From an optimization exercise on the open Yosys and OpenROAD flow, aimed at small area; shortcuts taken in it are not production practice. The clock port is modelled as an ideal driver; clocking choices that lean on that would not hold on a real chip.

==> flow/design.v <==
module alarm_dueby #(
    parameter W = 16
) (
    input  wire [W-1:0] c,
    input  wire [W-1:0] target,
    output wire         due
);
    wire [W-1:0] cy;
    assign cy[0] = 1'b1;
    genvar i;
    generate
        for (i = 0; i < W - 1; i = i + 1) begin : g_chain
            assign cy[i+1] = (c[i] & ~target[i]) | (cy[i] & (c[i] | ~target[i]));
        end
    endgenerate
    assign due = ~(c[W-1] ^ ~target[W-1] ^ cy[W-1]);
endmodule
module alarm_timer (
    input  wire        clk,
    input  wire        rst,
    input  wire [23:0] tc,
    input  wire [2:0]  t_op,
    input  wire [23:0] t_arg,
    output wire        t_due
);
    reg  [23:0] tsched;
    wire op_set = (t_op == 3'd1);
    wire [23:0] base = op_set ? tc : tsched;
    wire [23:0] g = base & t_arg;
    wire [23:0] p = base ^ t_arg;
    wire [23:0] sum;
    wire [24:0] cy;
    assign cy[0] = 1'b0;
    assign cy[1] = g[0];
    genvar i;
    generate
        for (i = 0; i < 24; i = i + 2) begin : g_even
            assign cy[i+2] = (g[i+1] | (p[i+1] & g[i])) | (p[i+1] & p[i] & cy[i]);
        end
        for (i = 1; i < 23; i = i + 2) begin : g_odd
            assign cy[i+2] = (g[i+1] | (p[i+1] & g[i])) | (p[i+1] & p[i] & cy[i]);
        end
    endgenerate
    assign sum = p ^ cy[23:0];
    wire due;
    alarm_dueby #(.W(24)) u_cmp (.c(tc), .target(sum), .due(due));
    wire due_op = (t_op == 3'd3) | (t_op == 3'd4) | (t_op == 3'd5);
    assign t_due = due_op & due & ~rst;
    always @(posedge clk) begin
        if (rst)
            tsched <= 24'd0;
        else if (op_set || (t_op == 3'd5 && due))
            tsched <= sum;
        else if (t_op == 3'd2 || (t_op == 3'd4 && due))
            tsched <= tc;
    end
endmodule
module dmx_frame_decoder (
    input  wire        clk,
    input  wire        rst,
    input  wire        init,
    input  wire        in_valid,
    output wire        in_ready,
    input  wire [7:0]  in_data,
    input  wire [15:0] c,
    output reg         sink_cfg_valid,
    output wire [9:0]  sink_cfg_count,
    output reg         sink_wr_valid,
    output reg  [8:0]  sink_wr_index,
    output reg  [7:0]  sink_wr_data,
    output reg         ok_pulse,
    output reg         err_pulse,
    output wire [7:0]  err_tag,
    output reg         ok_indicator
);
    localparam [2:0] ST_START_M = 3'b100;
    localparam [2:0] ST_START_C = 3'b101;
    localparam [2:0] ST_START_0 = 3'b110;
    localparam [2:0] ST_CMD     = 3'b111;
    localparam [2:0] ST_LOW     = 3'b000;
    localparam [2:0] ST_HIGH    = 3'b001;
    localparam [2:0] ST_DATA    = 3'b010;
    reg [2:0]  state;
    reg [9:0]  active;
    reg        wfirst;
    wire [9:0] idx = {wfirst, sink_wr_index};
    wire [7:0] last_byte = sink_wr_data;
    reg [15:0] deadline;   
    wire rst_any = rst | init;
    assign in_ready = ~rst_any;
    wire accept = in_valid & ~rst_any;
    wire [7:0] ch = in_data;
    assign sink_cfg_count = active;
    assign err_tag = {~err_pulse, ~state[1] | state[0], state[1] & ~state[0],
                      state[1] & err_pulse, ~(state[1] | state[0]),
                      ~(state[1] | state[0] | ~err_pulse), state[0] & err_pulse,
                      ~state[1]};
    wire idle_due;
    alarm_dueby #(.W(16)) u_idle (.c(c), .target(deadline), .due(idle_due));
    wire [15:0] c_dl;
    wire [16:3] ic;
    assign c_dl[2:0] = c[2:0];
    assign ic[3] = 1'b0;
    genvar k;
    generate
        for (k = 3; k < 16; k = k + 1) begin : g_dl
            if (k == 3 || k == 6 || k == 7) begin : g_one
                assign c_dl[k] = ~(c[k] ^ ic[k]);
                assign ic[k+1] = c[k] | ic[k];
            end else begin : g_zero
                assign c_dl[k] = c[k] ^ ic[k];
                assign ic[k+1] = c[k] & ic[k];
            end
        end
    endgenerate
    wire is_start = state[2] & ~(state[1] & state[0]);
    wire m_start  = (ch == 8'h7E);
    wire resync   = ~is_start & m_start & idle_due;
    wire d_zero = (ch == 8'd0) & (last_byte == 8'd0);
    wire d_over = (ch[7:2] != 6'd0) | (ch[1] & (ch[0] | (last_byte != 8'd0)));
    wire [9:0] d = {ch[1:0], last_byte};
    wire [9:0] windex;
    wire [10:0] wc;
    assign wc[0] = 1'b1;
    generate
        for (k = 0; k < 10; k = k + 1) begin : g_inc
            assign windex[k] = idx[k] ^ wc[k];
            assign wc[k+1]   = idx[k] & wc[k];
        end
    endgenerate
    wire more = (windex != active);
    reg [2:0] n_state;
    reg       err, ok, wr, cfg, set_active, start_data;
    always @(*) begin
        n_state    = state;
        err        = 1'b0;
        ok         = 1'b0;
        wr         = 1'b0;
        cfg        = 1'b0;
        set_active = 1'b0;
        start_data = 1'b0;
        if (is_start | resync) begin
            if (m_start) begin
                n_state = ST_CMD;
                err     = resync;
            end else begin
                err     = 1'b1;
                n_state = ST_START_M;
            end
        end else begin
            case (state)
                ST_CMD: begin
                    if (ch == 8'h06) begin
                        n_state = ST_LOW;
                    end else begin
                        err     = 1'b1;
                        n_state = ST_START_M;
                    end
                end
                ST_LOW: n_state = ST_HIGH;
                ST_HIGH: begin
                    if (d_zero) begin
                        err     = 1'b1;
                        n_state = ST_START_0;
                    end else if (d_over) begin
                        err     = 1'b1;
                        n_state = ST_START_C;
                    end else begin
                        n_state    = ST_DATA;
                        start_data = 1'b1;
                        if (d != active) begin
                            set_active = 1'b1;
                            cfg        = 1'b1;
                        end
                    end
                end
                default: begin
                    if (more) begin
                        wr = 1'b1;
                    end else if (ch == 8'hE7) begin
                        ok      = 1'b1;
                        n_state = ST_START_M;
                    end else begin
                        err     = 1'b1;
                        n_state = ST_START_M;
                    end
                end
            endcase
        end
    end
    always @(posedge clk) begin
        if (accept)
            sink_wr_data <= ch;
        if (accept & start_data)
            {wfirst, sink_wr_index} <= 10'h3FF;
        else if (accept & wr)
            {wfirst, sink_wr_index} <= windex;
        if (rst_any | accept)
            deadline <= c_dl;
    end
    always @(posedge clk) begin
        if (rst_any) begin
            state          <= ST_START_M;
            active         <= 10'd0;
            ok_indicator   <= 1'b0;
            sink_cfg_valid <= 1'b1;
            sink_wr_valid  <= 1'b0;
            ok_pulse       <= 1'b0;
            err_pulse      <= 1'b0;
        end else if (accept) begin
            state          <= n_state;
            if (err)
                active <= 10'd0;
            else if (set_active)
                active <= d;
            if (err)
                ok_indicator <= 1'b0;
            else if (ok)
                ok_indicator <= 1'b1;
            sink_cfg_valid <= err | cfg;
            sink_wr_valid  <= wr;
            ok_pulse       <= ok;
            err_pulse      <= err;
        end else begin
            sink_cfg_valid <= 1'b0;
            sink_wr_valid  <= 1'b0;
            ok_pulse       <= 1'b0;
            err_pulse      <= 1'b0;
        end
    end
endmodule
module dmx_core (
    input  wire        clk,
    input  wire        rst,
    input  wire [31:0] now,
    input  wire        init,
    input  wire        in_valid,
    output wire        in_ready,
    input  wire [7:0]  in_data,
    output wire        sink_cfg_valid,
    output wire [9:0]  sink_cfg_count,
    output wire        sink_wr_valid,
    output wire [8:0]  sink_wr_index,
    output wire [7:0]  sink_wr_data,
    output wire        ok_pulse,
    output wire        err_pulse,
    output wire [7:0]  err_tag,
    output wire        ok_indicator,
    input  wire [2:0]  t_op,
    input  wire [23:0] t_arg,
    output wire        t_due
);
    dmx_frame_decoder u_dec (
        .clk            (clk),
        .rst            (rst),
        .init           (init),
        .in_valid       (in_valid),
        .in_ready       (in_ready),
        .in_data        (in_data),
        .c              (now[15:0]),
        .sink_cfg_valid (sink_cfg_valid),
        .sink_cfg_count (sink_cfg_count),
        .sink_wr_valid  (sink_wr_valid),
        .sink_wr_index  (sink_wr_index),
        .sink_wr_data   (sink_wr_data),
        .ok_pulse       (ok_pulse),
        .err_pulse      (err_pulse),
        .err_tag        (err_tag),
        .ok_indicator   (ok_indicator)
    );
    alarm_timer u_timer (
        .clk   (clk),
        .rst   (rst),
        .tc    (now[31:8]),
        .t_op  (t_op),
        .t_arg (t_arg),
        .t_due (t_due)
    );
endmodule
Settings: LEC_CHECK=0, CAP_MARGIN=20, CORE_MARGIN=2, CORE_UTILIZATION=40, GPL_TIMING_DRIVEN=1, SLEW_MARGIN=20; clock period 8.0 ns.
standard.sh (not shown) runs the stock make flow with config.mk's settings and CLKGATE_MAP_FILE= SYNTH_SCRIPT=/design/flow/synth_recipe.tcl, a recipe that flattens the netlist after the stock synthesis.
==> flow/flow/run.sh <==
#!/bin/bash
# The standard layout, with two changes:
#  - synthesis maps with ABC's area-oriented script flow/area.abc (the rest of
#    the standard flow's synthesis script is unchanged, so the registers are the same);
#  - port buffers are sky130_fd_sc_hd__buf_1 cells.
set -euo pipefail
HERE=$PWD
{
  echo "proc abc {args} {"
  echo "  set i [lsearch -exact \$args -script]"
  echo "  if {\$i >= 0} { lset args [expr {\$i + 1}] $HERE/flow/area.abc }"
  echo "  yosys abc {*}\$args"
  echo "}"
  cat synth_recipe.tcl
} > my_synth.tcl
sed "s#SYNTH_SCRIPT=[^ ]*#SYNTH_SCRIPT=$HERE/my_synth.tcl#" standard.sh > my_standard.sh
export BUFFER_PORTS_ARGS="-buffer_cell sky130_fd_sc_hd__buf_1"
if [[ -f flow/cts_args.txt ]]; then export CTS_ARGS="$(cat flow/cts_args.txt)"; fi
if [[ -f flow/post_cts.tcl ]]; then export POST_CTS_TCL="$HERE/flow/post_cts.tcl"; fi
bash my_standard.sh > flow.log 2>&1
==> flow/flow/area.abc <==
strash
&get -n
&st
&dch -f
&nf
&put
strash
&get -n
&st
&dch -f
&nf
&put
strash
&get -n
&st
&dch -f
&nf
&put
topo
stime -c
==> flow/flow/cts_args.txt <==
-sink_clustering_enable -repair_clock_nets -buf_list {sky130_fd_sc_hd__clkbuf_4} -dont_use_dummy_load
==> flow/flow/post_cts.tcl <==
set sizes {sky130_fd_sc_hd__clkbuf_2 sky130_fd_sc_hd__clkbuf_4 sky130_fd_sc_hd__clkbuf_8 sky130_fd_sc_hd__clkbuf_16}
set n_up 0
for {set iter 0} {$iter < 4} {incr iter} {
  estimate_parasitics -placement
  set up {}
  foreach inst [get_cells *] {
    set k [lsearch -exact $sizes [get_property $inst ref_name]]
    if {$k < 0 || $k == [llength $sizes] - 1} { continue }
    set out [get_pins -of_objects $inst -filter "direction == output"]
    set loads [get_pins -of_objects [get_nets -of_objects $out] -filter "direction == input"]
    set worst 0
    foreach l $loads {
      if {[get_property $l lib_pin_name] ne "CLK"} { continue }
      set s [get_property $l slew_max]
      if {$s > $worst} { set worst $s }
    }
    puts "post_cts: pass $iter [get_full_name $inst] [get_property $inst ref_name] [llength $loads] loads, worst slew $worst"
    if {$worst > 0.110} { lappend up [list $inst [lindex $sizes [expr {$k + 1}]]] }
  }
  if {[llength $up] == 0} { break }
  foreach u $up { replace_cell [lindex $u 0] [lindex $u 1]; incr n_up }
}
puts "post_cts: $n_up clock buffer resizes"
if {$n_up > 0} {
  detailed_placement
  check_placement -verbose
}
Change:
--- a/flow/design.v
+++ b/flow/design.v
@@ -26,5 +26,5 @@
     reg  [23:0] tsched;
     wire op_set = (t_op == 3'd1);
-    wire [23:0] base = op_set ? tc : tsched;
+    wire [23:0] base = (t_op[2:1] == 2'b00) ? tc : tsched;
     wire [23:0] g = base & t_arg;
     wire [23:0] p = base ^ t_arg;
@@ -32,15 +32,13 @@
     wire [24:0] cy;
     assign cy[0] = 1'b0;
-    assign cy[1] = g[0];
     genvar i;
     generate
-        for (i = 0; i < 24; i = i + 2) begin : g_even
+        for (i = 0; i < 24; i = i + 2) begin : g_add
+            assign cy[i+1] = g[i] | (p[i] & cy[i]);
             assign cy[i+2] = (g[i+1] | (p[i+1] & g[i])) | (p[i+1] & p[i] & cy[i]);
-        end
-        for (i = 1; i < 23; i = i + 2) begin : g_odd
-            assign cy[i+2] = (g[i+1] | (p[i+1] & g[i])) | (p[i+1] & p[i] & cy[i]);
-        end
-    endgenerate
-    assign sum = p ^ cy[23:0];
+            assign sum[i]   = p[i] ^ cy[i];
+            assign sum[i+1] = p[i+1] ^ cy[i+1];
+        end
+    endgenerate
     wire due;
     alarm_dueby #(.W(24)) u_cmp (.c(tc), .target(sum), .due(due));
- cell area drops by 1.3%
- cell count does not change
- global-route usage stays flat
- core utilization drops by 0.87 points
- non-clock buffer count drops by 1
- register-to-register slack is better by 0.35 ns
No functional check of the RTL was part of any run of this note.

[port drivers added, routing unchanged]
In the flow no input, the clock included, has a driving cell. The finished layouts below were timed again as built, in two steps. Step 1 assumes that a clkbuf_16 drives the clock port and a buf_2 every other input. Step 2 also shifts input and output timing later by t, the mid clock arrival at the registers, as if the neighbouring blocks saw the same clock. Slacks: ideal ports / drivers / drivers and shift; pairs: ideal ports / drivers.
run	shift t [ns]	setup WS [ns]	slew at the worst register clock pin (ns)
the first run	0.470	0.331 / 0.308 / 0.308	0.11 / 0.11
the second run	0.459	0.263 / 0.240 / 0.240	0.11 / 0.11
After both steps every run listed still meets setup and hold.
